What follows belongs to an exercise in optimizing a design on an open flow for small area; a production flow would make more cautious choices. The RTL was checked by simulation tests, not by an equivalence proof against the original design. No activity file was given, so power comes from the tool's default toggle rates.

Setup of before:
Design mbcore, start of the top module:
module mbcore (
    input  wire        clk,
    input  wire        rst,             
    input  wire        host_valid,
    input  wire        host_write,
    input  wire [5:0]  host_addr,
    input  wire [31:0] host_wdata,
    output reg  [31:0] host_rdata,
    input  wire        tick,
    input  wire        link_mode,
    output reg         link_req,
    output reg  [1:0]  link_op,         
    output reg  [31:0] link_wdata,
    input  wire        link_ack,
    input  wire        link_err,
    input  wire [31:0] link_code,
    input  wire [31:0] link_rdata,
    output wire [31:0] pay_addr,
    input  wire [31:0] pay_rdata,
    input  wire [4:0]  img_addr,
    output reg  [31:0] img_data,
    output wire        ev_valid,
    output wire        ev_kind,
    output wire [31:0] ev_data
);
For scale: ~2600 cells after synthesis, roughly 390 flip-flops, ~25000 µm² of cells after synthesis.
==> flow/config.mk <==
export PLATFORM = sky130hd
export DESIGN_NAME = mbcore
export DESIGN_NICKNAME = mbcore
export VERILOG_FILES = /design/flow/design.v
export SDC_FILE = /design/flow/constraint.sdc
export NUM_CORES = 4
export LEC_CHECK = 0
export CAP_MARGIN = 20
export CORE_MARGIN = 2
export CORE_UTILIZATION = 55
export PLACE_DENSITY = 0.65
export SLEW_MARGIN = 20
==> flow/constraint.sdc <==
create_clock -name core_clock -period 20.0 [get_ports {clk}]
set_input_delay 4.0000 -clock core_clock [delete_from_list [all_inputs] [get_ports {clk}]]
set_output_delay 4.0000 -clock core_clock [all_outputs]
set_load 0.01 [all_outputs]
standard.sh (not shown) runs the stock make flow with config.mk's settings and CLKGATE_MAP_FILE= SYNTH_SCRIPT=/design/flow/synth_recipe.tcl, a recipe that flattens the netlist after the stock synthesis.
==> flow/flow/run.sh <==
#!/bin/bash
# Own layout flow: the standard flow (standard.sh) with these changes:
#  - synthesis runs ORFS's synthesis scripts with Yosys's early "abc -fast"
#    skipped (SYNTH_ARGS=-noabc), so the generated full-adder structure reaches
#    extract_fa unchanged, and with flow/abc.script as the ABC mapping script
#    (deeper area-oriented optimisation);
#  - the port buffers placed on every input and output are buf_1 cells;
#  - clock tree synthesis uses clkbuf_4/clkbuf_8, larger sink clusters and no
#    dummy loads.
# Each tool's output goes to a log file of its own in the work folder.
set -euo pipefail
WORK=$(pwd)
rm -rf "$WORK/scripts_abc"
cp -r "$FLOW_HOME/scripts" "$WORK/scripts_abc"
cp "$WORK/flow/abc.script" "$WORK/scripts_abc/abc_speed.script"
bash "$WORK/standard.sh" "SCRIPTS_DIR=$WORK/scripts_abc" "SYNTH_ARGS=-noabc" synth > "$WORK/synth.log" 2>&1
bash "$WORK/standard.sh" \
  "BUFFER_PORTS_ARGS=-buffer_cell sky130_fd_sc_hd__buf_1" \
  "CTS_ARGS=-sink_clustering_enable -repair_clock_nets -dont_use_dummy_load -sink_clustering_size 14 -sink_clustering_max_diameter 50 -buf_list {sky130_fd_sc_hd__clkbuf_4 sky130_fd_sc_hd__clkbuf_8}" \
  finish > "$WORK/layout.log" 2>&1
test -f "$WORK/out/final.def"
==> flow/flow/abc.script <==
strash
&get -n
&deepsyn -T 60
&put
&get -n
&st
&dch
&nf
&put
topo
### before -> after
diff --git a/flow/design.v b/flow/design.v
--- a/flow/design.v
+++ b/flow/design.v
@@ -128,13 +128,13 @@
     wire more_c;
     mb_add #(30) u_more (.a(seq_wcnt[29:0]), .b(~seq_len[31:2]), .ci(seq_len[1:0] == 2'd0),
                          .s(), .co(more_c));
     wire seq_more = !seq_wcnt[30] && !more_c;
     wire [31:0] seq_expected;    
     mb_add #(32) u_exp (.a(seq_len), .b(32'h01FFFFFC), .ci(1'b0), .s(seq_expected), .co());
-    wire vmatch_now = (seq_lastw == seq_expected);
+    wire vmatch_now = (seq_wcnt != 31'd0) && (seq_lastw == seq_expected);
     assign pay_addr[1:0] = seq_base[1:0];
     mb_add #(30) u_pay (.a(seq_base[31:2]), .b(seq_wcnt[29:0]), .ci(1'b0), .s(pay_addr[31:2]), .co());
     wire [30:0] wcnt_inc;
     mb_add #(31) u_winc (.a(seq_wcnt), .b(31'd0), .ci(1'b1), .s(wcnt_inc), .co());
     wire [4:0] att_inc;
     mb_add #(5)  u_ainc (.a(seq_att), .b(5'd0), .ci(1'b1), .s(att_inc), .co());
Notes after the runs:
For after and before, there was not a single run that failed to finish clean. Comparing before with after, the die outline area came out essentially unchanged. In after, the via count of the first global-routing pass came out 98 above the value in before. before and after ended up with roughly the same y dimension of the die. Compared with before, in after via count rose about 0.34%; cell count about even; synthesized-area fraction occupied by adder cells did not really move; routed wire length now larger; clock power increased by about 2% relative to the old numbers. In after the minimum period implied by the final worst setup slack turned out 0.39 ns lower than in before. Final design utilization: before vs after, no meaningful difference. In terms of cell count after synthesis, after and before differ only marginally. | fraction of the cycle the final worst path needs | after vs before | 1.9 points lower |. ksc_seed[3]$_SDFFE_PP0P_ as the first element of the critical path was reported by after, and ksc_seed[0]$_SDFFE_PP0P_ by before. after against before: net switching fraction of the power moved up, net switching power moved up.

-- static timing again, ports no longer ideal --
Ports are ideal in the flow. The routed layouts listed here were re-timed in OpenROAD. Step 1 sets driving cells, clkbuf_16 on the clock port and buf_2 on the other inputs (assumed; they add their load-dependent delay and slew). Step 2 adds t to the input delays and takes it off the output delays; t is the mean of the earliest and latest rising clock arrival at the registers after step 1. Input paths then give back, and output paths get back, about the clock's delay inside the block. a / b / c = ideal ports / drivers / drivers and shift; a / b = the first two.
run	t (ns)	setup WS [ns]	clock arrival spread, ns
before	0.642	2.787 / 2.787 / 2.787	0.066 / 0.066
after	0.628	3.173 / 3.173 / 3.173	0.052 / 0.052
After both steps setup and hold are still met in every run listed.
